Context: an optimization exercise on an open-source flow, tuned for small area, a short achievable clock period and few clock cycles. The choices shown serve that exercise and are no tape-out recipe. At most, simulation tests tie the RTL to the original design; equivalence was not proved. Only the layout flow was run in runs 3 and 4; the RTL was not checked for function there. Power figures rest on the tool's default switching activity, not on a simulated workload.

File: flow/flow/run.sh
#!/bin/bash
# Standard layout, with timing repair aimed well below the design's period
# and plain buffers (instead of delay cells) on the ports.
set -euo pipefail
bash standard.sh SETUP_SLACK_MARGIN=9.5 "BUFFER_PORTS_ARGS=-buffer_cell sky130_fd_sc_hd__buf_2" finish > standard_flow.log 2>&1
File: flow/standard.sh
#!/bin/bash
# synth_recipe.tcl (not shown) runs the flow's synth.tcl, then flattens the netlist and writes it again
# the make line also repeats each setting of config.mk as NAME=value (left out here)
make -C /OpenROAD-flow-scripts/flow DESIGN_CONFIG=/design/flow/config.mk WORK_HOME=/design/flow/orfs CLKGATE_MAP_FILE= SYNTH_SCRIPT=/design/flow/synth_recipe.tcl "${@:-finish}"
File: flow/config.mk
export PLATFORM = sky130hd
export DESIGN_NAME = ccb
export DESIGN_NICKNAME = ccb
export VERILOG_FILES = /design/flow/design.v
export SDC_FILE = /design/flow/constraint.sdc
export NUM_CORES = 4
export LEC_CHECK = 0
export ABC_CLOCK_PERIOD_IN_PS = 3000
export CAP_MARGIN = 20
export CELL_PAD_IN_SITES_DETAIL_PLACEMENT = 1
export CELL_PAD_IN_SITES_GLOBAL_PLACEMENT = 1
export CORE_MARGIN = 2
export CORE_UTILIZATION = 40
export CTS_BUF_LIST = sky130_fd_sc_hd__clkbuf_8
export SLEW_MARGIN = 20
File: flow/constraint.sdc
create_clock -name core_clock -period 14.0 [get_ports {clk}]
set_input_delay 2.8000 -clock core_clock [delete_from_list [all_inputs] [get_ports {clk}]]
set_output_delay 2.8000 -clock core_clock [all_outputs]
set_load 0.01 [all_outputs]
File: flow/design.v
module ccb (
    input  wire         clk,
    input  wire         rst,
    input  wire         cmd_valid,
    output reg          cmd_ready,
    input  wire [31:0]  cmd_data,
    output reg          rsp_valid,
    output reg  [2:0]   rsp_status,
    output reg  [31:0]  rsp_value,
    input  wire         edge_valid,
    input  wire [31:0]  edge_data,
    input  wire [29:0]  pin_i,
    input  wire [63:0]  time_i,
    output reg          ev_valid,
    output reg          ev_pulse,
    output reg  [2:0]   ev_ch,
    output reg  [15:0]  ev_val,
    output wire [127:0] duty_o,
    output reg  [29:0]  pin_oe,
    output reg  [89:0]  pin_ch,
    output wire         err_o
);
    localparam [4:0] OP_RESET = 5'h01, OP_ISINIT = 5'h02, OP_SETLED = 5'h03,
                     OP_SETSNS = 5'h04, OP_SETPOL = 5'h05, OP_SETPOLL = 5'h06,
                     OP_GETPOLL = 5'h07, OP_STEST = 5'h08, OP_PROCESS = 5'h09,
                     OP_EDGE = 5'h0A, OP_GEDGE = 5'h0B, OP_DRAIN = 5'h0C,
                     OP_RESOLVE = 5'h0D, OP_RETARGET = 5'h0E, OP_TICK = 5'h0F,
                     OP_POLL = 5'h10;
    localparam [1:0] S_IDLE = 2'd0, S_OPS = 2'd1, S_EXEC = 2'd2, S_EMIT = 2'd3;
    localparam [1:0] M_CUR = 2'd0, M_ZERO = 2'd1, M_PCUR = 2'd2, M_WZ = 2'd3;
    function automatic [11:0] dec125(input [4:0] n);
        case (n)
            5'd0:  dec125 = 12'd0;    5'd1:  dec125 = 12'd125;
            5'd2:  dec125 = 12'd250;  5'd3:  dec125 = 12'd375;
            5'd4:  dec125 = 12'd500;  5'd5:  dec125 = 12'd625;
            5'd6:  dec125 = 12'd750;  5'd7:  dec125 = 12'd875;
            5'd8:  dec125 = 12'd1000; 5'd9:  dec125 = 12'd1125;
            5'd10: dec125 = 12'd1250; 5'd11: dec125 = 12'd1375;
            5'd12: dec125 = 12'd1500; 5'd13: dec125 = 12'd1625;
            5'd14: dec125 = 12'd1750; 5'd15: dec125 = 12'd1875;
            5'd16: dec125 = 12'd2000; 5'd17: dec125 = 12'd2125;
            5'd18: dec125 = 12'd2250; 5'd19: dec125 = 12'd2375;
            5'd20: dec125 = 12'd2500; 5'd21: dec125 = 12'd2625;
            5'd22: dec125 = 12'd2750; 5'd23: dec125 = 12'd2875;
            5'd24: dec125 = 12'd3000; 5'd25: dec125 = 12'd3125;
            default: dec125 = 12'bx;
        endcase
    endfunction
    function automatic [3:0] inwin(input [63:0] a, input [63:0] b);
        reg [46:0] x, g;
        reg [17:0] u;
        reg        brw, lt2, lo_ok, eq0, eq1;
        begin
            x   = a[63:17] ^ b[63:17];
            g   = {b[62:17] & ~a[62:17], 1'b1};
            eq0 = ~|x;
            eq1 = ~|(x ^ g);
            u     = {1'b0, b[16:0]} + 18'd100000;
            brw   = a[16:0] < b[16:0];
            lt2   = a[16:0] < u[16:0];
            lo_ok = brw ? (u[17] & lt2) : (u[17] | lt2);
            inwin = {eq0, eq1, brw, lo_ok};
        end
    endfunction
    function automatic [7:0] first1(input [7:0] m);
        integer i;
        begin
            first1[0] = m[0];
            for (i = 1; i < 8; i = i + 1)
                first1[i] = m[i] && !(|(m & ((8'd1 << i) - 8'd1)));
        end
    endfunction
    function automatic [2:0] enc8(input [7:0] oh);
        enc8 = {|oh[7:4], |{oh[7:6], oh[3:2]}, |{oh[7], oh[5], oh[3], oh[1]}};
    endfunction
    function automatic [2:0] hdr_status(input [31:0] w);
        reg [4:0]  op;
        reg [31:0] lm;
        reg        chop;
        begin
            op = w[31:27];
            case (op)
                OP_EDGE, OP_TICK:                 lm = 32'hF83FFFFF;
                OP_RETARGET, OP_RESOLVE, OP_POLL: lm = 32'hF81FFFFF;
                OP_SETPOLL:                       lm = 32'hFFDFFFFF;
                OP_GEDGE:                         lm = 32'hFFFF00F0;
                default:                          lm = 32'hFFFFFFFF;
            endcase
            chop = (op == OP_EDGE) || (op == OP_TICK) || (op == OP_RETARGET) ||
                   (op == OP_RESOLVE) || (op == OP_POLL);
            if (op == 5'h00 || op >= 5'h11)      hdr_status = 3'd1;
            else if ((w & lm) != {op, 27'd0})    hdr_status = 3'd2;
            else if (chop && w[26:25] != 2'd0)   hdr_status = 3'd3;
            else                                 hdr_status = 3'd0;
        end
    endfunction
    reg  [7:0]        pending;
    reg               poll_en;
    reg               err;
    reg  [7:0][4:0]   led;
    reg  [7:0][4:0]   sns;
    reg  [7:0]        al;         
    reg  [7:0]        tgt;        
    reg  [7:0]        fad;
    reg  [7:0]        door;
    reg  [7:0]        tsv;
    reg  [7:0]        lraw;
    reg  [7:0][4:0]   cur;        
    reg  [7:0][11:0]  dq;         
    reg  [7:0][63:0]  lt;         
    reg  [1:0]  st;
    reg  [1:0]  left;             
    reg  [4:0]  h_op;
    reg  [2:0]  h_ch;
    reg         h_b;
    reg  [5:0]  h_pin;            
    reg  [2:0]  h_st;             
    reg  [13:0] hf;               
    reg  [63:0] xq;               
    reg  [7:0]  rawq;             
    reg  [7:0][3:0] winq;         
    reg  [7:0]  plq;              
    reg         pmq;              
    reg         rtenq;            
    reg  [7:0]  rtfq;             
    reg  [7:0]  tgq;              
    reg  [7:0]  updq;             
    reg  [7:0]  ebq;              
    reg  [7:0]  em;
    reg  [1:0]  emode;
    reg         ehalf;
    reg         rv1;              
    wire accept = cmd_valid && cmd_ready;
    reg  go_q;                    
    wire go     = go_q;
    assign err_o = err;
    genvar g;
    generate
        for (g = 0; g < 8; g = g + 1) begin : g_duty
            assign duty_o[16*g +: 16] = {2'b00, dq[g], 2'b00};
        end
    endgenerate
    reg [29:0] pin_oe_d;
    reg [89:0] pin_ch_d;
    integer p, c2;
    always @(*) begin
        pin_oe_d = 30'd0;
        pin_ch_d = 90'd0;
        for (p = 0; p < 30; p = p + 1)
            for (c2 = 7; c2 >= 0; c2 = c2 - 1)
                if (led[c2] == p) begin
                    pin_oe_d[p]        = 1'b1;
                    pin_ch_d[3*p +: 3] = c2[2:0];
                end
    end
    always @(posedge clk) begin
        pin_oe <= pin_oe_d;
        pin_ch <= pin_ch_d;
    end
    function automatic [7:0] gmask(input [7:0] pn, input [7:0][4:0] sp);
        integer c;
        begin
            for (c = 0; c < 8; c = c + 1)
                gmask[c] = (pn[7:5] == 3'd0) && (pn[4:0] == sp[c]);
        end
    endfunction
    function automatic [7:0] edge_bits(input v, input [31:0] w, input [7:0][4:0] sp);
        reg [2:0] s;
        begin
            s = hdr_status(w);
            edge_bits = 8'd0;
            if (v && s == 3'd0 && w[31:27] == OP_EDGE)  edge_bits[w[24:22]] = 1'b1;
            if (v && s == 3'd0 && w[31:27] == OP_GEDGE) edge_bits = gmask(w[15:8], sp);
        end
    endfunction
    wire [7:0] pend_in = pending | ebq;
    wire [4:0]  c_op   = cmd_data[31:27];
    wire [2:0]  c_st   = hdr_status(cmd_data);
    wire        c_hdr  = accept && (st == S_IDLE);
    wire        c_last = accept && (st == S_OPS) && (left == 2'd1);
    wire [1:0]  c_nops = (c_op == OP_SETLED || c_op == OP_SETSNS ||
                          c_op == OP_RESOLVE || c_op == OP_POLL) ? 2'd2 :
                         (c_op == OP_SETPOL) ? 2'd1 : 2'd0;
    wire [63:0] pv     = {cmd_data, xq[31:0]};
    reg  [7:0]  c_pvok;
    always @(*) begin : pvchk
        integer c;
        for (c = 0; c < 8; c = c + 1) c_pvok[c] = pv[8*c +: 8] <= 8'd29;
    end
    wire [2:0]  o_st   = (h_st != 3'd0) ? h_st :
                         (h_op == OP_SETPOL && cmd_data[31:8] != 24'd0) ? 3'd2 : 3'd0;
    wire        l1        = !rst && c_hdr && c_st == 3'd0;
    wire        l2        = !rst && c_last && o_st == 3'd0;
    wire        l_process = l1 && c_op == OP_PROCESS;
    wire        l_tick    = l1 && c_op == OP_TICK;
    wire        l_retgt   = l1 && c_op == OP_RETARGET;
    wire        l_resolve = l2 && h_op == OP_RESOLVE;
    wire        l_poll    = l2 && h_op == OP_POLL;
    wire [2:0]  l_ch      = (st == S_OPS) ? h_ch : cmd_data[24:22];
    wire        l_b       = (st == S_OPS) ? h_b  : cmd_data[21];
    wire [7:0]  l_sel     = 8'd1 << l_ch;
    wire o_reset   = hf[0];
    wire o_setled  = hf[1];
    wire o_setsns  = hf[2];
    wire o_setpol  = hf[3];
    wire o_setpoll = hf[4];
    wire o_stest   = hf[5];
    wire o_process = hf[6];
    wire o_edge    = hf[7];
    wire o_gedge   = hf[8];
    wire o_drain   = hf[9];
    wire o_resolve = hf[10];
    wire o_retgt   = hf[11];
    wire o_tick    = hf[12];
    wire o_poll    = hf[13];
    reg  allv;                    
    reg  [7:0] chg_led, chg_sns;
    always @(*) begin : chgs
        integer c;
        for (c = 0; c < 8; c = c + 1) begin
            chg_led[c] = allv && (xq[8*c +: 5] != led[c]);
            chg_sns[c] = allv && (xq[8*c +: 5] != sns[c]);
        end
    end
    reg  [7:0][4:0] sns_eff;
    always @(*) begin : snse
        integer c;
        for (c = 0; c < 8; c = c + 1)
            sns_eff[c] = (go && o_reset) ? 5'd2 + c[4:0] :
                         (go && o_setsns && chg_sns[c]) ? xq[8*c +: 5] : sns[c];
    end
    wire [7:0] selc = 8'd1 << h_ch;
    wire [7:0] m    = pend_in;        
    reg  [7:0] lg, rej, enr, acc, rtc, tnew, tick, fnew;
    reg  [7:0][4:0] cnext, cup, cdn;
    always @(*) begin : steps
        integer c;
        for (c = 0; c < 8; c = c + 1) begin
            cup[c] = (cur[c] >= 5'd23) ? 5'd25 : cur[c] + 5'd2;
            cdn[c] = (cur[c] <= 5'd2)  ? 5'd0  : cur[c] - 5'd2;
        end
    end
    always @(*) begin : perch
        integer c;
        for (c = 0; c < 8; c = c + 1) begin
            lg[c]   = rawq[c] ^ al[c];
            rej[c]  = winq[c][0] && (winq[c][1] ? winq[c][2] : winq[c][3]);
            enr[c]  = (pmq && m[c]) || plq[c];
            acc[c]  = enr[c] && !rej[c] && (lg[c] != door[c]);
            rtc[c]  = (acc[c] && rtenq && (lg[c] != tgt[c])) || rtfq[c];
            tnew[c] = tgt[c] ^ rtc[c];
            tick[c] = tgq[c] && (fad[c] || rtc[c]);
            cnext[c] = ({5{tnew[c]}}  & cup[c]) | ({5{!tnew[c]}} & cdn[c]);
            fnew[c] = tnew[c] ? (cnext[c] != 5'd25) : (cnext[c] != 5'd0);
        end
    end
    wire [7:0] res_oh = selc & acc;
    wire       res_any = |res_oh;
    wire       res_lg  = |(res_oh & lg);
    wire [7:0] tfirst = first1(tick);
    reg  [4:0] tval;
    always @(*) begin : tv
        integer c;
        tval = 5'd0;
        for (c = 0; c < 8; c = c + 1)
            if (tfirst[c]) tval = tval | cnext[c];
    end
    wire [7:0] efirst = first1(em);
    wire [2:0] ech    = enc8(efirst);
    wire [4:0] ecur   = cur[ech];
    wire ptick = o_process || o_tick;
    wire [11:0] e0_val = ptick ? dec125(tval) : o_stest ? 12'd3125 : 12'd0;
    wire [2:0]  e0_ch  = ptick ? enc8(tfirst) : o_setled ? enc8(first1(chg_led)) : 3'd0;
    wire        e0_ev  = (ptick && tick != 8'd0) || o_reset || o_stest ||
                         (o_setled && chg_led != 8'd0);
    wire        em_pul = (emode == M_PCUR) && !ehalf;
    wire [11:0] em_val = (emode == M_CUR || (emode == M_PCUR && ehalf)) ? dec125(ecur) :
                         (emode == M_WZ && !ehalf) ? 12'd3125 : 12'd0;
    wire [11:0] ev_nval = go ? e0_val : em_val;
    wire [7:0]  dwr = go ? (ptick ? tfirst : (o_reset || o_stest) ? 8'd1 : 8'd0)
                         : (st == S_EMIT && !em_pul) ? efirst : 8'd0;
    always @(posedge clk) begin
        ev_valid <= !rst && ((go && e0_ev) || st == S_EMIT);
        ev_pulse <= go ? o_setled : em_pul;
        ev_ch    <= go ? e0_ch : ech;
        ev_val   <= {2'b00, ev_nval, 2'b00};
    end
    always @(posedge clk) begin : dqw
        integer c;
        for (c = 0; c < 8; c = c + 1)
            if (rst)         dq[c] <= 12'd0;
            else if (dwr[c]) dq[c] <= ev_nval;
    end
    wire [63:0] now_in = (st == S_OPS) ? pv : time_i;
    integer c;
    always @(posedge clk) begin
        for (c = 0; c < 8; c = c + 1) begin
            rawq[c] <= (st == S_OPS) ? h_b : pin_i[sns[c]];
            winq[c] <= inwin(now_in, lt[c]) & {3'b111, tsv[c]};
            plq[c]  <= l_process ? (poll_en && (pin_i[sns[c]] != lraw[c])) :
                       (l_resolve && l_sel[c]) || (l_poll && l_sel[c] && (h_b != lraw[c]));
            rtfq[c] <= l_retgt && l_sel[c] && (l_b != tgt[c]);
            tgq[c]  <= l_process || (l_tick && l_sel[c]);
            updq[c] <= l_process ? poll_en : (l_poll && l_sel[c]);
        end
        pmq   <= l_process;
        rtenq <= l_process || l_poll;
        ebq <= rst ? 8'd0 : edge_bits(edge_valid, edge_data, sns_eff);
        for (c = 0; c < 8; c = c + 1)
            if (acc[c]) lt[c] <= xq;
        if (st == S_IDLE) begin
            xq <= time_i;
        end else if (st == S_OPS && accept) begin
            if (left == 2'd2) xq[31:0]  <= cmd_data;
            else              xq[63:32] <= cmd_data;
        end
        if (rst) begin
            go_q      <= 1'b0;
            st        <= S_IDLE;
            cmd_ready <= 1'b1;
            rsp_valid <= 1'b0;
            pending <= 8'd0;
            poll_en <= 1'b0;
            err     <= 1'b0;
            for (c = 0; c < 8; c = c + 1) begin
                led[c] <= 5'd10 + c[4:0];
                sns[c] <= 5'd2 + c[4:0];
                cur[c] <= 5'd0;
            end
            al <= 8'hFF; tgt <= 8'd0; fad <= 8'd0; door <= 8'd0;
            tsv <= 8'd0; lraw <= 8'hFF;
        end else begin
            rsp_valid <= 1'b0;
            go_q      <= 1'b0;
            pending <= pend_in;
            if (c_hdr) begin
                h_op  <= c_op;
                hf    <= {c_op == OP_POLL, c_op == OP_TICK, c_op == OP_RETARGET,
                          c_op == OP_RESOLVE, c_op == OP_DRAIN, c_op == OP_GEDGE,
                          c_op == OP_EDGE, c_op == OP_PROCESS, c_op == OP_STEST,
                          c_op == OP_SETPOLL, c_op == OP_SETPOL, c_op == OP_SETSNS,
                          c_op == OP_SETLED, c_op == OP_RESET};
                h_ch  <= cmd_data[24:22];
                h_b   <= cmd_data[21];
                h_pin <= {cmd_data[15:13] == 3'd0, cmd_data[12:8]};
                h_st  <= c_st;
                left  <= c_nops;
                if (c_st != 3'd1 && c_nops != 2'd0) begin
                    st <= S_OPS;
                end else if (c_st != 3'd0) begin
                    rsp_valid <= 1'b1; rsp_status <= c_st; rsp_value <= 32'd0;
                    err <= 1'b1;
                end else begin
                    rsp_status <= 3'd0;
                    case (c_op)
                    OP_ISINIT: begin
                        rsp_valid <= 1'b1; rsp_value <= 32'd1;
                    end
                    OP_GETPOLL: begin
                        rsp_valid <= 1'b1; rsp_value <= {31'd0, poll_en};
                    end
                    OP_SETPOLL, OP_EDGE, OP_GEDGE, OP_RETARGET: begin
                        rsp_valid <= 1'b1; rsp_value <= 32'd0;
                        st <= S_EXEC; go_q <= 1'b1; cmd_ready <= 1'b0;
                    end
                    OP_DRAIN: begin
                        rsp_valid <= 1'b1;
                        rsp_value <= {24'd0, pend_in | edge_bits(edge_valid, edge_data, sns_eff)};
                        st <= S_EXEC; go_q <= 1'b1; cmd_ready <= 1'b0;
                    end
                    default: begin
                        st <= S_EXEC; go_q <= 1'b1; cmd_ready <= 1'b0;
                    end
                    endcase
                end
            end
            if (st == S_OPS && accept) begin
                left <= left - 2'd1;
                allv <= &c_pvok;
                if (left == 2'd1) begin
                    rsp_status <= o_st;
                    rsp_value  <= 32'd0;
                    if (o_st != 3'd0) begin
                        rsp_valid <= 1'b1; err <= 1'b1;
                        st <= S_IDLE;
                    end else begin
                        st <= S_EXEC; go_q <= 1'b1; cmd_ready <= 1'b0;
                        if (h_op == OP_SETPOL) begin
                            rsp_valid <= 1'b1;
                        end else if (h_op == OP_SETSNS) begin
                            rsp_valid <= 1'b1; rsp_value <= {31'd0, &c_pvok};
                        end
                    end
                end
            end
            if (go) begin
                rsp_status <= 3'd0;
                rsp_value  <= 32'd0;
                st <= S_IDLE; cmd_ready <= 1'b1;
                rsp_valid <= !(o_setpoll || o_edge || o_gedge || o_retgt ||
                               o_drain || o_setpol || o_setsns);
                case (h_op)
                OP_RESET: begin
                    pending <= 8'd0;
                    poll_en <= 1'b0;
                    err     <= 1'b0;
                    for (c = 0; c < 8; c = c + 1) begin
                        led[c] <= 5'd10 + c[4:0];
                        sns[c] <= 5'd2 + c[4:0];
                        cur[c] <= 5'd0;
                    end
                    al <= 8'hFF; tgt <= 8'd0; fad <= 8'd0; door <= 8'd0;
                    tsv <= 8'd0; lraw <= 8'hFF;
                    em <= 8'hFE; emode <= M_ZERO; ehalf <= 1'b0; rv1 <= 1'b1;
                    rsp_valid <= 1'b0; st <= S_EMIT; cmd_ready <= 1'b0;
                end
                OP_SETPOLL: poll_en <= h_b;
                OP_SETPOL:  al <= xq[39:32];
                OP_SETLED: begin
                    rsp_value <= {31'd0, allv};
                    for (c = 0; c < 8; c = c + 1)
                        if (chg_led[c]) begin
                            led[c] <= xq[8*c +: 5];
                        end
                    if (chg_led != 8'd0) begin
                        em <= chg_led; emode <= M_PCUR; ehalf <= 1'b1; rv1 <= 1'b1;
                        rsp_valid <= 1'b0; st <= S_EMIT; cmd_ready <= 1'b0;
                    end
                end
                OP_SETSNS: begin
                    for (c = 0; c < 8; c = c + 1)
                        if (chg_sns[c]) begin
                            sns[c] <= xq[8*c +: 5];
                            tsv[c] <= 1'b0;
                        end
                end
                OP_STEST: begin
                    em <= 8'hFF; emode <= M_WZ; ehalf <= 1'b1; rv1 <= 1'b0;
                    rsp_valid <= 1'b0; st <= S_EMIT; cmd_ready <= 1'b0;
                end
                OP_EDGE:  pending <= pend_in | selc;
                OP_GEDGE: pending <= pend_in | gmask({~h_pin[5], 2'b00, h_pin[4:0]}, sns);
                OP_DRAIN, OP_PROCESS: pending <= 8'd0;
                OP_RESOLVE, OP_POLL:
                    rsp_value <= {30'd0, res_any, res_lg};
                default: ;
                endcase
                for (c = 0; c < 8; c = c + 1) begin
                    if (updq[c]) lraw[c] <= rawq[c];
                    if (acc[c]) begin
                        tsv[c]  <= 1'b1;
                        door[c] <= lg[c];
                    end
                    if (rtc[c]) tgt[c] <= tnew[c];
                    if (tick[c]) begin
                        cur[c] <= cnext[c];
                        fad[c] <= fnew[c];
                    end else if (rtc[c]) begin
                        fad[c] <= 1'b1;
                    end
                end
                if (tick != 8'd0) begin
                    em <= tick & ~tfirst; emode <= M_CUR; ehalf <= 1'b0; rv1 <= 1'b0;
                    if ((tick & ~tfirst) != 8'd0) begin
                        rsp_valid <= 1'b0; st <= S_EMIT; cmd_ready <= 1'b0;
                    end
                end
            end
            if (st == S_EMIT) begin
                case (emode)
                M_CUR: em <= em & ~efirst;
                M_ZERO: begin
                    if ((em & ~efirst) == 8'd0) begin
                        em <= 8'hFF; emode <= M_PCUR; ehalf <= 1'b0;
                    end else begin
                        em <= em & ~efirst;
                    end
                end
                default: begin    
                    ehalf <= !ehalf;
                    if (ehalf) em <= em & ~efirst;
                end
                endcase
                if ((emode == M_CUR && (em & ~efirst) == 8'd0) ||
                    ((emode == M_PCUR || emode == M_WZ) && ehalf && (em & ~efirst) == 8'd0)) begin
                    rsp_valid  <= 1'b1;
                    rsp_status <= 3'd0;
                    rsp_value  <= {31'd0, rv1};
                    st <= S_IDLE; cmd_ready <= 1'b1;
                end
            end
        end
    end
endmodule
==> impl_metrics.json, run 1 <==
{
  "area.growth.synth_to_final_pct": 17.1,
  "rsz0062_at_grt": "true",
  "pre_cts_slack_ns": 7.69,
  "drt-pass1-iter-count": 5,
  "cap_violations": 0,
  "clock_latency_ns": 1.00,
  "final-hold-violation-count": 0,
  "worst_hold_slack_ns": 0.477,
  "hold_path_class": "reg -> reg",
  "antenna_found_initial": 33,
  "finClkSkew_ns": 0.0664,
  "synth_top_area_cell": "edfxtp_1",
  "holdPathEnd": "dq[11]$_SDFFE_PP0P_",
  "yosysWarnings": 1,
  "synthFlopType": "edfxtp_1",
  "synth-async-reset-ratio_pct": 0,
  "routabilityCongestion": 0.944,
  "setup_viol": 0,
  "crit_path_start_kind": "flop",
  "wl_per_cell_um": 31.8,
  "drt_iter0_drc": 5827,
  "slew-limit-headroom_pct": 20.8,
  "p_per_area_mw_per_mm2": 103,
  "grt_max_degree": 78,
  "io_pins": 469,
  "combPwrFrac_pct": 14.0,
  "cpPeakStageDelay_ns": 0.55,
  "cp_num_buf_inv": 1,
  "p_switching_mw": 2.49,
  "p_leak_nw": 32.2,
  "drv_slew": 0,
  "die-area_mm2": 0.177,
  "core_area_mm2": 0.172,
  "hold_depth": 2,
  "tightest_slew_ns": 1.19,
  "crit_arrival_ns": 1.74,
  "ys_seq_elements": 1153,
  "nNetsFinal": 8356,
  "setup_ws_ns": 9.46,
  "cp_slowest_cell": "edfxtp_1",
  "r2r_start": "winq[9]$_DFF_P_",
  "first_global_vias": 61500,
  "fin_crit_ns": 4.54,
  "num_vias": 61200,
  "hold_start": "dq[11]$_SDFFE_PP0P_",
  "clock.fmax_mhz": 220,
  "finalSetupTns_ns": 0,
  "synthTopCellsByArea": "edfxtp_1 28%, dfxtp_1 14%, ha_1 12%, xnor2_1 4.2%, nand2_1 3.7%",
  "critPathKind": "reg -> out",
  "die_h_um": 421,
  "cts_sinks": 1153,
  "cp-end-kind": "output port",
  "initial_utilization_pct": 40.4,
  "cts_buffer_depth": 3,
  "yosys-top-cells-count": "678 x nand2_1, 655 x edfxtp_1, 649 x ha_1",
  "reg2reg_slack_ns": 9.62,
  "netlist_instances": 7032,
  "wl_um": 320000,
  "irDropWorstVdd_uv": 98.7,
  "die_w_um": 421,
  "syn_area_per_cell_um2": 9.88,
  "yosys.area.top_type_share_pct": 28.3,
  "swShare_pct": 29.6,
  "ant_nets": 0,
  "drive_gt1_share_pct": 18.4,
  "htree_levels": 4,
  "path_delay_family": "flip-flops",
  "cts_buffers": 210,
  "path_cells": "buf_2",
  "required_ns": 11.20,
  "r2r-end": "dq[14]$_SDFFE_PP0P_",
  "internal-power_mw": 5.92,
  "numPortBuffers": 432,
  "netlist-cell-type-count": 107,
  "cts_root_buf": "clkbuf_8",
  "path_clk_slew_ns": 0.07,
  "cts_tree": "built",
  "rows": 152,
  "drc_errors": 0,
  "post-synth-top-count-cell": "nand2_1",
  "crit_fanout": 2,
  "grt_pass1_wl_um": 451000,
  "seqPwrFrac_pct": 44.8,
  "track_usage_pct": 35.5,
  "pwr-share-clk_pct": 41.2,
  "routed_via_density": 6.09,
  "synth_area_mm2": 0.0695,
  "grt.overflow.total": 0,
  "worstRegToRegCells": 16,
  "seq_area_frac_synth_pct": 42.7,
  "status": "timing/DRC/antenna clean",
  "fin_crit_sh_pct": 32.4,
  "synth_edf_count": 655,
  "dp_hpwl_um": 228000
}
==> area by class of cell <==
| class | instances | area [um2] |
|---|---|---|
| Fill cell | 19200 | 90800 |
| Multi-Input combinational cell | 5255 | 39200 |
| Sequential cell | 1153 | 29700 |
| Timing Repair Buffer | 655 | 4050 |
| Clock buffer | 258 | 3550 |
| Tap cell | 2310 | 2890 |
| Inverter | 270 | 1020 |
| Clock inverter | 132 | 906 |
| Antenna cell | 12 | 30.0 |
==> through the flow <==
stage          area [um2]  utilization [%]  total power, mW  cells
2_1_floorplan       70800                -             4.37   7067
3_3_place_gp        75400             43.8             4.92   9568
3_5_place_dp        75400             43.8             4.94   9569
4_1_cts             80700             46.9             8.42   9999
5_1_grt             81300             47.2             8.64  10000
6_report            81300             47.2             8.41  10000
==> logic make-up (layout without fill, tap and decap cells) <==
family / count (synthesis) / in the layout / synth area share, %
AO/OA/AOI/OAI: 1473 / 1474 / 13.7
XOR/XNOR: 588 / 588 / 7.48
adder cells (fa/ha/maj): 650 / 650 / 11.7
buffers and inverters: 663 / 1315 / 3.85
flip-flops: 1153 / 1153 / 42.7
multiplexers: 224 / 224 / 4.66
other: 1 / 48 / 0.00540
AND/OR/NAND/NOR: 2280 / 2283 / 15.9
==> worst max-delay path by stage <==
stage	start	to	slack, ns	cells after the start
global placement	cmd_data[9]	rsp_valid$_SDFF_PP0_	7.62	10
CTS	rsp_status[1]$_DFFE_PN_	rsp_status[1]	9.35	1
detailed placement	edge_data[12]	rsp_value[1]$_DFFE_PN_	7.69	11
finish	rsp_status[1]$_DFFE_PN_	rsp_status[1]	9.46	1
floorplan	winq[5]$_DFF_P_	dq[21]$_SDFFE_PP0P_	8.56	15
global route	rsp_status[1]$_DFFE_PN_	rsp_status[1]	9.41	1
==> power groups by stage <==
| stage | sequential, mW | combinational (mW) | clock, mW |
|---|---|---|---|
| 2_1_floorplan | 3.79 | 0.578 | 0 |
| 3_3_place_gp | 3.83 | 1.09 | 0 |
| 3_5_place_dp | 3.84 | 1.11 | 0 |
| 4_1_cts | 3.76 | 1.14 | 3.51 |
| 5_1_grt | 3.77 | 1.22 | 3.65 |
| 6_report | 3.77 | 1.17 | 3.46 |
==> layout by cell type (no fill, tap or decap), types with 28 or more instances in the layout <==
master and instances:
xnor2_1 334, buf_2 421, a21oi_1 378, edfxtp_1 655, nand3b_1 36, mux2i_1 78, o22ai_1 66, a21o_1 77
inv_1 322, or3_1 28, xor2_1 246, mux2i_2 29, nand2b_1 57, conb_1 36, nand3_1 136, nor2b_1 46
clkbuf_8 259, ha_1 615, nor4_1 101, a32oi_1 39, a31oi_1 45, ha_4 30, mux4_2 77, o211ai_1 42
and3_1 56, o21ai_0 332, a211oi_1 96, nor3b_1 39, o21ai_1 29, nand2_1 656, nand4_1 189, nor2_1 559
buf_4 212, dfxtp_1 486, clkinv_2 28, nor3_1 155
==> routing by layer <==
metal  GRT usage [%]  vias up  share of wire, %
met5               0        -             0.033
met2            56.3     2587                45
met1            45.7    31000                41
met4            19.0       16               6.0
li1                -    26900                 -
met3            6.83      661               7.3
==> flip-flops by register name, indices dropped and copies added, names as in the netlist, 30 cells and up <==
name / flops
sns: 40
winq: 32
rsp_value: 32
lt: 512
pin_ch: 90
pin_oe: 30
dq: 96
cur: 40
led: 40
xq: 64
==> timing repair <==
action	4_1_cts	5_1_grt
setup endpoints to repair	213	154
resized for setup	93	73
pin swaps	19	23
hold buffers	0	0
buffers inserted	37	33
gates cloned	3	1
Testbench counts, summed over its fixed seeds: cycles 30,149.
==> run 2: changes to the inputs <==
==> flow/flow/run.sh (replaced) <==
#!/bin/bash
# Standard layout, with timing repair aimed well below the design's period
# and plain buffers (instead of delay cells) on the ports.
set -euo pipefail
bash standard.sh SETUP_SLACK_MARGIN=9.6 "BUFFER_PORTS_ARGS=-buffer_cell sky130_fd_sc_hd__buf_2" finish > standard_flow.log 2>&1
==> run 2 against run 1 <==
Effect of this change:
- largest cell class unchanged
- clock power is 4% lower
- register-to-register slack better by 0.05 ns
- highest routed layer unchanged
- still clean on timing, DRC and antenna
- sequential power about the same
- worst setup slack improved by 0.025 ns
- combinational power increased by 4%
- clock-buffer cell count is 21 lower
- sequential share of layout area is 0.44 points lower
==> impl_metrics.json, run 2 <==
{
  "yosys-top-cells-count": "678 x nand2_1, 655 x edfxtp_1, 649 x ha_1",
  "final_common_cell": "edfxtp_1",
  "core_area_mm2": 0.172,
  "seq_area_frac_synth_pct": 42.7,
  "numPortBuffers": 432,
  "first_global_vias": 61700,
  "p_switching_mw": 2.49,
  "largest_register": "lt",
  "path_delay_family": "flip-flops",
  "routed_via_density": 6.11,
  "p_per_area_mw_per_mm2": 101,
  "ctsHoldBuffers": 0,
  "wl_um": 322000,
  "io_pins": 469,
  "cts_tree": "built",
  "cpPeakStageDelay_ns": 0.54,
  "synthTopCellsByArea": "edfxtp_1 28%, dfxtp_1 14%, ha_1 12%, xnor2_1 4.2%, nand2_1 3.7%",
  "routabilityCongestion": 0.980,
  "final_util_pct": 47.8,
  "cp-end-kind": "output port",
  "top_regs": "lt (512), dq (96), pin_ch (90)",
  "fin_cells": 10100,
  "slew-limit-headroom_pct": 12.6,
  "fin_crit_sh_pct": 32.2,
  "grt.overflow.total": 0,
  "combPwrFrac_pct": 14.6,
  "crit_arrival_ns": 1.71,
  "die_w_um": 421,
  "synth-async-reset-ratio_pct": 0,
  "drc_errors": 0,
  "clock.fmax_mhz": 222,
  "worst_hold_slack_ns": 0.480,
  "finClkSkew_ns": 0.0767,
  "drv_slew": 0,
  "synth_top_area_cell": "edfxtp_1",
  "synth_area_mm2": 0.0695,
  "ant_nets": 0,
  "cts_buffers": 208,
  "path_clk_slew_ns": 0.06,
  "synthFlopType": "edfxtp_1",
  "post-synth-top-count-cell": "nand2_1",
  "internal-power_mw": 5.83,
  "drt_iter0_drc": 5949,
  "dp_hpwl_um": 227000,
  "final_cell_mix": "655 x edfxtp_1, 649 x nand2_1, 605 x ha_1, 557 x nor2_1, 487 x dfxtp_1",
  "die-area_mm2": 0.177,
  "htree_levels": 4,
  "path_cells": "buf_6",
  "pwr-share-clk_pct": 40.0,
  "num_vias": 61700,
  "initial_utilization_pct": 40.4,
  "crit_fanout": 2,
  "rsz0062_at_grt": "true",
  "finalSetupTns_ns": 0,
  "grt_max_degree": 78,
  "dp.cells": 9561,
  "swShare_pct": 30.0,
  "cts_buffer_depth": 3,
  "hold_path_class": "reg -> reg",
  "track_usage_pct": 35.6,
  "critPathKind": "reg -> out",
  "dpl_cell_area_mm2": 0.0756,
  "stdcell_area_mm2": 0.0823,
  "clock_latency_ns": 1.03,
  "cp_slowest_cell": "edfxtp_1",
  "nNetsFinal": 8413,
  "seqPwrFrac_pct": 45.3,
  "drt-pass1-iter-count": 6,
  "area.growth.synth_to_final_pct": 18.5,
  "final-hold-violation-count": 0,
  "antenna_found_initial": 31,
  "cts_sinks": 1153,
  "fin_crit_ns": 4.51,
  "setup_viol": 0,
  "yosys.area.top_type_share_pct": 28.3,
  "netlist_instances": 7032,
  "cp_num_buf_inv": 1,
  "synth_edf_count": 655,
  "tightest_slew_ns": 1.29,
  "netlist-cell-type-count": 107,
  "crit_path_start_kind": "flop",
  "p_leak_nw": 32.6,
  "drive_gt1_share_pct": 19.1,
  "largest_register_ffs": 512,
  "required_ns": 11.20,
  "irDropWorstVdd_uv": 89.4,
  "grt_pass1_wl_um": 451000,
  "yosysWarnings": 1,
  "rows": 152,
  "die_h_um": 421,
  "cap_violations": 0,
  "cts_root_buf": "clkbuf_8",
  "wl_per_cell_um": 31.8,
  "syn_area_per_cell_um2": 9.88,
  "status": "timing/DRC/antenna clean",
  "ys_seq_elements": 1153
}
[run 2: cell counts after synthesis]
No cell type changed its count.
[run 2: layer usage]
metal	global-route usage (%)	up-vias	share of wire [%]
met2	56.5	2670	45
met5	0	-	0.0078
met3	6.67	730	7.5
met4	19.9	4	6.4
li1	-	27000	-
met1	45.7	31300	41
[run 2: through the flow]
stage               power [mW]  setup WS [ns]
floorplan                 4.37           8.56
global placement          4.93           7.69
detailed placement        4.95           7.92
CTS                       8.31           9.40
global route              8.56           9.46
finish                    8.32           9.49
[run 2: power by group through the flow]
stage	combinational (mW)	sequential [mW]	clock [mW]
floorplan	0.583	3.79	0
global placement	1.09	3.84	0
detailed placement	1.11	3.84	0
CTS	1.17	3.77	3.37
global route	1.27	3.77	3.53
finish	1.22	3.77	3.33
[run 2: kinds of logic (layout without fill, tap and decap cells)]
kind of cell / count (synthesis) / in the layout / synth area share (%)
AO/OA/AOI/OAI: 1473 / 1473 / 13.7
XOR/XNOR: 588 / 588 / 7.48
adder cells (fa/ha/maj): 650 / 650 / 11.7
buffers and inverters: 663 / 1371 / 3.85
flip-flops: 1153 / 1153 / 42.7
multiplexers: 224 / 224 / 4.66
other: 1 / 55 / 0.00540
AND/OR/NAND/NOR: 2280 / 2280 / 15.9
[run 2: repair_timing]
item                                   in CTS  in global routing
buffers inserted                           93                 47
setup endpoints to repair                 223                185
resized for setup                         137                127
endpoints found under the hold margin       0                  0
pin swaps                                  20                 43
[run 2: path summary, 6_finish.rpt]
check                           cells after the start  slack (ns)                     from                   to
worst min-delay path                                2        0.48      dq[95]$_SDFFE_PP0P_  dq[95]$_SDFFE_PP0P_
worst min register to register                      2        0.48      dq[95]$_SDFFE_PP0P_  dq[95]$_SDFFE_PP0P_
worst max-delay path                                1        9.49  rsp_status[1]$_DFFE_PN_        rsp_status[1]
worst max register to register                     18        9.67          winq[9]$_DFF_P_  dq[93]$_SDFFE_PP0P_
[run 2: final cells by class]
| type | count | area (um2) |
|---|---|---|
| tap | 2310 | 2890 |
| antenna | 19 | 47.5 |
| sequential | 1153 | 29700 |
| inverter | 270 | 1020 |
| multi-input combinational | 5251 | 39600 |
| fill | 19200 | 89800 |
| clock buffer | 237 | 3260 |
| timing repair buffer | 718 | 4850 |
| clock inverter | 146 | 967 |
==> run 3: changes to the inputs <==
--- a/flow/design.v
+++ b/flow/design.v
@@ -121,6 +121,7 @@
     reg  [7:0][3:0] winq;         
     reg  [7:0]  plq;              
     reg         pmq;              
+    reg         pollq;            
     reg         rtenq;            
     reg  [7:0]  rtfq;             
     reg  [7:0]  tgq;              
@@ -191,9 +192,10 @@
                          (h_op == OP_SETPOL && cmd_data[31:8] != 24'd0) ? 3'd2 : 3'd0;
     wire        l1        = !rst && c_hdr && c_st == 3'd0;
     wire        l2        = !rst && c_last && o_st == 3'd0;
-    wire        l_process = l1 && c_op == OP_PROCESS;
-    wire        l_tick    = l1 && c_op == OP_TICK;
-    wire        l_retgt   = l1 && c_op == OP_RETARGET;
+    wire        l_hdr     = !rst && c_hdr;
+    wire        l_process = l_hdr && cmd_data == {OP_PROCESS, 27'd0};
+    wire        l_tick    = l_hdr && {cmd_data[31:25], cmd_data[21:0]} == {OP_TICK, 24'd0};
+    wire        l_retgt   = l_hdr && {cmd_data[31:25], cmd_data[20:0]} == {OP_RETARGET, 23'd0};
     wire        l_resolve = l2 && h_op == OP_RESOLVE;
     wire        l_poll    = l2 && h_op == OP_POLL;
     wire [2:0]  l_ch      = (st == S_OPS) ? h_ch : cmd_data[24:22];
@@ -245,7 +247,7 @@
         for (c = 0; c < 8; c = c + 1) begin
             lg[c]   = rawq[c] ^ al[c];
             rej[c]  = winq[c][0] && (winq[c][1] ? winq[c][2] : winq[c][3]);
-            enr[c]  = (pmq && m[c]) || plq[c];
+            enr[c]  = (pmq && m[c]) || (pollq && (rawq[c] != lraw[c])) || plq[c];
             acc[c]  = enr[c] && !rej[c] && (lg[c] != door[c]);
             rtc[c]  = (acc[c] && rtenq && (lg[c] != tgt[c])) || rtfq[c];
             tnew[c] = tgt[c] ^ rtc[c];
@@ -297,13 +299,13 @@
         for (c = 0; c < 8; c = c + 1) begin
             rawq[c] <= (st == S_OPS) ? h_b : pin_i[sns[c]];
             winq[c] <= inwin(now_in, lt[c]) & {3'b111, tsv[c]};
-            plq[c]  <= l_process ? (poll_en && (pin_i[sns[c]] != lraw[c])) :
-                       (l_resolve && l_sel[c]) || (l_poll && l_sel[c] && (h_b != lraw[c]));
+            plq[c]  <= (l_resolve && l_sel[c]) || (l_poll && l_sel[c] && (h_b != lraw[c]));
             rtfq[c] <= l_retgt && l_sel[c] && (l_b != tgt[c]);
             tgq[c]  <= l_process || (l_tick && l_sel[c]);
             updq[c] <= l_process ? poll_en : (l_poll && l_sel[c]);
         end
         pmq   <= l_process;
+        pollq <= l_process && poll_en;
         rtenq <= l_process || l_poll;
         ebq <= rst ? 8'd0 : edge_bits(edge_valid, edge_data, sns_eff);
         for (c = 0; c < 8; c = c + 1)
==> flow/flow/run.sh (replaced) <==
#!/bin/bash
# Standard layout, with timing repair aimed well below the design's period
# and plain buffers (instead of delay cells) on the ports.
set -euo pipefail
bash standard.sh SETUP_SLACK_MARGIN=9.5 "BUFFER_PORTS_ARGS=-buffer_cell sky130_fd_sc_hd__buf_2" finish > standard_flow.log 2>&1
==> run 3 against run 2 <==
Effect of this change:
- area after synthesis barely moved
- critical endpoint is now winq[10]$_DFF_P_
- critical path type is now in -> reg
- critical path depth rose by 9
- clock skew rose by 0.011 ns
- flip-flop and latch count rose by 1
==> impl_metrics.json, run 3 <==
{
  "drc_errors": 0,
  "crit_arrival_ns": 5.57,
  "stdcell_area_mm2": 0.0823,
  "seq_area_frac_synth_pct": 42.7,
  "antenna_found_initial": 30,
  "final_cell_mix": "684 x nand2_1, 655 x edfxtp_1, 617 x ha_1, 570 x nor2_1, 481 x dfxtp_1",
  "io_pins": 469,
  "netlist-cell-type-count": 109,
  "grtUsageMet1_pct": 43.5,
  "cp-end-kind": "flop",
  "numPortBuffers": 432,
  "synth_xor_area_share_pct": 7.77,
  "syn_area_per_cell_um2": 9.92,
  "yosys-top-cells-count": "709 x nand2_1, 655 x edfxtp_1, 650 x ha_1",
  "ys_seq_elements": 1154,
  "post-synth-top-count-cell": "nand2_1",
  "wl_per_cell_um": 31.9,
  "yosysWarnings": 1,
  "top_regs": "lt (512), dq (96), pin_ch (90)",
  "required_ns": 14.97,
  "largest_register": "lt",
  "cts_root_buf": "clkbuf_8",
  "dpl_cell_area_mm2": 0.0752,
  "htree_levels": 4,
  "top_usage_layer": "met2",
  "yosys.area.top_type_share_pct": 28.3,
  "wl_um": 322000,
  "setup_viol": 0,
  "cts_buffer_depth": 3,
  "ant_nets": 0,
  "startpoint": "cmd_data[4]",
  "drt_iter0_drc": 5317,
  "hold_depth": 0,
  "p_per_area_mw_per_mm2": 99.7,
  "p_leak_nw": 32.8,
  "rows": 152,
  "first_global_vias": 61400,
  "cap_violations": 0,
  "synth-async-reset-ratio_pct": 0,
  "clock.fmax_mhz": 217,
  "num_vias": 61100,
  "synthFlopType": "edfxtp_1",
  "cts_buffers": 209,
  "grt_pass1_wl_um": 450000,
  "irDropWorstVdd_uv": 101,
  "cts_sinks": 1154,
  "routabilityCongestion": 0.945,
  "fin_crit_sh_pct": 32.9,
  "grt.overflow.total": 0,
  "slew-limit-headroom_pct": 19.1,
  "worstRegToRegCells": 19,
  "largest_register_ffs": 512,
  "routed_via_density": 6.05,
  "synthTopCellsByArea": "edfxtp_1 28%, dfxtp_1 14%, ha_1 12%, nand2_1 3.8%, xor2_1 3.8%",
  "hold_start": "xq[43]$_DFFE_PP_",
  "synth-compound-area-share_pct": 13.2,
  "initial_utilization_pct": 40.4,
  "holdPathEnd": "lt[107]$_DFFE_PN_",
  "reg2reg_slack_ns": 9.59,
  "netlist_instances": 6995,
  "r2r_start": "al[6]$_SDFFE_PP1P_",
  "synth-simple-area-share_pct": 16.1,
  "finalSetupTns_ns": 0,
  "setup_ws_ns": 9.40,
  "synth_area_mm2": 0.0694,
  "dp_hpwl_um": 224000,
  "drv_slew": 0,
  "fin_crit_ns": 4.60,
  "cts_tree": "built",
  "tightest_slew_ns": 1.18,
  "grt_max_degree": 112,
  "grt_use_met2_pct": 57.5,
  "crit_path_start_kind": "input pin",
  "area.growth.synth_to_final_pct": 18.6,
  "status": "timing/DRC/antenna clean",
  "synth_top_area_cell": "edfxtp_1",
  "synth_edf_count": 655,
  "die_h_um": 421,
  "finClkSkew_ns": 0.0873,
  "rsz0062_at_grt": "true",
  "critPathKind": "in -> reg",
  "track_usage_pct": 35.6,
  "crit_fanout": 5,
  "synthAdderAreaFrac_pct": 11.8,
  "core_area_mm2": 0.172,
  "hold_path_class": "reg -> reg",
  "drt-pass1-iter-count": 7,
  "synthMuxAreaShare_pct": 4.69,
  "pre_cts_slack_ns": 7.08,
  "final_common_cell": "nand2_1",
  "final-hold-violation-count": 0,
  "synth_top_family_by_area": "simple AND/OR/NAND/NOR gates",
  "met3_usage_pct": 6.60,
  "drive_gt1_share_pct": 19.4,
  "path_clk_slew_ns": 0.07,
  "die_w_um": 421,
  "clock_latency_ns": 1.04,
  "die-area_mm2": 0.177,
  "nNetsFinal": 8411,
  "r2r-end": "dq[81]$_SDFFE_PP0P_"
}
==> run 3: layout make-up <==
class	count	area, um2
Antenna cell	18	45.0
Clock buffer	237	3260
Clock inverter	143	818
Fill cell	19200	89600
Inverter	236	893
Multi-Input combinational cell	5248	39600
Sequential cell	1154	29700
Tap cell	2310	2890
Timing Repair Buffer	750	5100
==> run 3: through the flow <==
step | power (mW) | instances | hold slack (ns) | utilization [%]
final | 8.20 | 10100 | 0.467 | 47.9
after global routing | 8.44 | 10100 | 0.490 | 47.9
after CTS | 8.20 | 9997 | 0.466 | 47.2
after global placement | 4.91 | 9518 | 0.434 | 43.7
after detailed placement | 4.93 | 9518 | 0.451 | 43.7
after floorplan | 4.35 | 7030 | 0.436 | -
==> run 3: how the worst max path moves through the flow <==
stage	to	slack, ns	cells after the start
3_3_place_gp	rsp_value[1]$_DFFE_PN_	7.10	9
3_5_place_dp	rsp_value[1]$_DFFE_PN_	7.08	9
4_1_cts	rsp_value[3]	9.40	1
2_1_floorplan	rsp_value[11]$_DFFE_PN_	8.95	10
5_1_grt	rsp_value[3]	9.43	1
6_report	winq[10]$_DFF_P_	9.40	10
==> run 3: per-layer routing <==
layer	part of all wire, %	wire, um	vias to the layer above
met5	0.011	36	-
met4	7.5	24200	6
met3	6.7	21700	831
met2	46	149000	2404
met1	40	128000	30900
li1	-	-	27000
==> run 3: cell families after synthesis <==
group | count (synthesis)
AO/OA/AOI/OAI | 1414
XOR/XNOR | 602
adder cells (fa/ha/maj) | 653
buffers and inverters | 634
flip-flops | 1154
multiplexers | 228
other | 1
AND/OR/NAND/NOR | 2309
==> run 3: critical path: stages <==
cell and delay (ns):
buf_2 0.20, mux2i_4 0.49, buf_4 0.30, ha_1 0.28
xor2_1 0.29, nand4_1 0.15, nor4_1 0.20, nand4_1 0.17
nor4b_2 0.46, buf_4 0.21
==> run 3: repair_timing <==
action                     4_1_cts  5_1_grt
buffers inserted                93       80
pin swaps                       45       63
setup endpoints to repair      178      168
resized for setup              167      123
hold buffers                     0        0
cloned                           6        1
==> run 3: power by group <==
| group | switching (mW) | internal, mW | total (mW) |
|---|---|---|---|
| Clock | 1.61 | 1.63 | 3.24 |
| Sequential | 0.103 | 3.67 | 3.77 |
| Combinational | 0.793 | 0.404 | 1.20 |
==> run 4: changes to the inputs <==
==> flow/flow/run.sh (replaced) <==
#!/bin/bash
# Standard layout, with timing repair aimed well below the design's period
# and plain buffers (instead of delay cells) on the ports.
set -euo pipefail
bash standard.sh SETUP_SLACK_MARGIN=9.8 "BUFFER_PORTS_ARGS=-buffer_cell sky130_fd_sc_hd__buf_2" finish > standard_flow.log 2>&1
==> run 4 against run 3 <==
Effect of this change:
- final cell count up 1.6%
- hold slack better by 0.014 ns
- sequential power about the same
- register-to-register slack worse by 0.03 ns
- first-iteration DRC count up 9.4%
- largest power group unchanged
==> impl_metrics.json, run 4 <==
{
  "synth-compound-area-share_pct": 13.2,
  "largest_register_ffs": 512,
  "critPathKind": "reg -> out",
  "cpPeakStageDelay_ns": 0.53,
  "drt_iter0_drc": 5816,
  "cts_buffer_depth": 3,
  "final-hold-violation-count": 0,
  "drv_slew": 0,
  "synth_top_family_by_area": "simple AND/OR/NAND/NOR gates",
  "cap_violations": 0,
  "post-synth-top-count-cell": "nand2_1",
  "final_cell_mix": "665 x nand2_1, 655 x edfxtp_1, 572 x ha_1, 565 x nor2_1, 361 x buf_4",
  "yosys-top-cells-count": "709 x nand2_1, 655 x edfxtp_1, 650 x ha_1",
  "synth-simple-area-share_pct": 16.1,
  "synth_xor_area_share_pct": 7.77,
  "largest_register": "lt",
  "crit_path_start_kind": "flop",
  "fin_cells": 10300,
  "cp_slowest_cell": "edfxtp_1",
  "irDropWorstVdd_uv": 94.2,
  "synthFlopType": "edfxtp_1",
  "final_util_pct": 50.8,
  "cp_num_buf_inv": 1,
  "drt-pass1-iter-count": 6,
  "clock_latency_ns": 1.01,
  "syn_area_per_cell_um2": 9.92,
  "finalSetupTns_ns": 0,
  "yosys.area.top_type_share_pct": 28.3,
  "rsz0062_at_grt": "true",
  "grt_max_degree": 91,
  "ctsHoldBuffers": 0,
  "required_ns": 11.20,
  "synthMuxAreaShare_pct": 4.69,
  "netlist-cell-type-count": 109,
  "cts_tree": "built",
  "die_h_um": 421,
  "io_pins": 469,
  "setup_viol": 0,
  "numPortBuffers": 432,
  "die_w_um": 421,
  "crit_fanout": 2,
  "path_cells": "buf_2",
  "cts_sinks": 1154,
  "slew-limit-headroom_pct": 18.7,
  "pre_cts_slack_ns": 7.46,
  "synth-async-reset-ratio_pct": 0,
  "cts_root_buf": "clkbuf_8",
  "stdcell_area_mm2": 0.0873,
  "p_leak_nw": 34.3,
  "grt.overflow.total": 0,
  "num_vias": 62400,
  "wl_per_cell_um": 32.3,
  "path_delay_family": "flip-flops",
  "finClkSkew_ns": 0.0555,
  "dp.cells": 9505,
  "seq_area_frac_synth_pct": 42.7,
  "crit_arrival_ns": 1.72,
  "nNetsFinal": 8547,
  "initial_utilization_pct": 40.4,
  "ys_seq_elements": 1154,
  "grt_pass1_wl_um": 459000,
  "path_clk_slew_ns": 0.06,
  "tightest_slew_ns": 1.22,
  "area.growth.synth_to_final_pct": 25.9,
  "dp_hpwl_um": 227000,
  "yosysWarnings": 1,
  "clock.fmax_mhz": 221,
  "synthTopCellsByArea": "edfxtp_1 28%, dfxtp_1 14%, ha_1 12%, nand2_1 3.8%, xor2_1 3.8%",
  "top_regs": "lt (512), dq (96), pin_ch (90)",
  "antenna_found_initial": 69,
  "synth_area_mm2": 0.0694,
  "setup_ws_ns": 9.48,
  "p_per_area_mw_per_mm2": 95.2,
  "rows": 152,
  "cp-end-kind": "output port",
  "fin_crit_sh_pct": 32.3,
  "ant_nets": 0,
  "htree_levels": 4,
  "synth_top_area_cell": "edfxtp_1",
  "status": "timing/DRC/antenna clean",
  "track_usage_pct": 36.3,
  "netlist_instances": 6995,
  "routed_via_density": 6.08,
  "wl_um": 332000,
  "routabilityCongestion": 0.977,
  "first_global_vias": 62600,
  "drc_errors": 0,
  "dpl_cell_area_mm2": 0.0759,
  "synth_edf_count": 655,
  "drive_gt1_share_pct": 26.3,
  "final_common_cell": "nand2_1",
  "cts_buffers": 210,
  "fin_crit_ns": 4.52,
  "core_area_mm2": 0.172,
  "hold_path_class": "reg -> reg",
  "die-area_mm2": 0.177,
  "synthAdderAreaFrac_pct": 11.8
}
-- run 4: cell count changes in the layout (fill, tap and decap cells not counted), sizes merged --
| cell | before | now |
|---|---|---|
| buf | 745 | 870 |
| bufinv | 4 | 6 |
| clkbuf | 242 | 251 |
| clkinv | 60 | 71 |
| clkinvlp | 5 | 8 |
| diode | 18 | 38 |
| inv | 310 | 301 |
| nand2b | 53 | 54 |
| o21ai | 390 | 392 |
| o21bai | 3 | 4 |
| o31a | 5 | 6 |
-- run 4: final timing paths --
| path | endpoint | start | slack (ns) | depth (start not counted) |
|---|---|---|---|---|
| setup / recovery | rsp_value[3] | rsp_value[3]$_DFFE_PN_ | 9.48 | 1 |
| hold / removal | dq[59]$_SDFFE_PP0P_ | dq[59]$_SDFFE_PP0P_ | 0.48 | 2 |
| setup reg to reg | dq[43]$_SDFFE_PP0P_ | winq[30]$_DFF_P_ | 9.56 | 16 |
| hold reg to reg | dq[59]$_SDFFE_PP0P_ | dq[59]$_SDFFE_PP0P_ | 0.48 | 2 |
-- run 4: metrics by stage --
| step | hold slack (ns) | total power [mW] |
|---|---|---|
| final | 0.482 | 8.32 |
| after global routing | 0.501 | 8.55 |
| after CTS | 0.477 | 8.28 |
| after detailed placement | 0.462 | 4.95 |
| after global placement | 0.455 | 4.93 |
| after floorplan | 0.436 | 4.37 |
-- run 4: timing repair --
action	CTS	global route
gates resized for setup	666	356
pin swaps	78	142
endpoints found under the setup margin	477	457
gates cloned	13	3
buffers inserted	182	129
-- run 4: cells by family (layout without fill, tap and decap cells) --
| kind of cell | count (synthesis) | count (layout) |
|---|---|---|
| and+or+nand+nor | 2309 | 2316 |
| AOI/OAI and AO/OA | 1414 | 1418 |
| DFF | 1154 | 1154 |
| adders and majority gates | 653 | 653 |
| buffers and inverters | 634 | 1507 |
| xor gates and xnor gates | 602 | 602 |
| muxes | 228 | 228 |
| other | 1 | 74 |
-- run 4: cell type report --
type	count	area, um2
diodes	38	95.1
clock buffers	241	3320
clock inverters	150	846
fillers	18800	84600
inverters	236	912
multi-input cells	5253	41600
flip-flops and latches	1154	30000
well taps	2310	2890
repair buffers	880	7690
-- run 4: routing by layer --
| layer | vias up | GRT usage (%) | share of wire, % |
|---|---|---|---|
| li1 | 27300 | - | - |
| met1 | 31500 | 45.4 | 39 |
| met2 | 2825 | 58.1 | 46 |
| met3 | 846 | 7.01 | 7.7 |
| met4 | 18 | 21.2 | 6.9 |
| met5 | - | 0 | 0.037 |
-- run 4: where the power goes --
| group | total (mW) | internal, mW | switching [mW] |
|---|---|---|---|
| combinational | 1.29 | 0.451 | 0.835 |
| clock | 3.28 | 1.68 | 1.59 |
| sequential | 3.76 | 3.66 | 0.0924 |

[port drivers added, routing unchanged]
In the flow no input, the clock included, has a driving cell. The finished layouts below were timed again as built, in two steps.
Step 1: set_driving_cell puts a clkbuf_16 on clk and a buf_2 on each other input, an assumption about the parent block.
Step 2 adds t to the input delays and takes it off the output delays; t is the mean of the earliest and latest rising clock arrival at the registers after step 1. Input paths then give back, and output paths get back, about the clock's delay inside the block.
Three values: ideal, step 1, step 2; two values: the first two.
run	t (ns)	setup slack, ns	hold slack, ns	worst setup path at the end
run 1	1.050	9.462 / 9.376 / 8.401	0.477 / 0.477 / 0.477	input to register
run 2	1.082	9.488 / 9.392 / 8.534	0.480 / 0.480 / 0.480	input to register
run 3	1.079	9.399 / 9.387 / 8.387	0.467 / 0.467 / 0.467	input to register
run 4	1.079	9.479 / 9.383 / 8.541	0.482 / 0.482 / 0.482	input to register
After both steps every run listed still meets setup and hold. The setup slack of run 1, which loses most, moves by -0.086 ns with the drivers and by -1.061 ns with both steps.
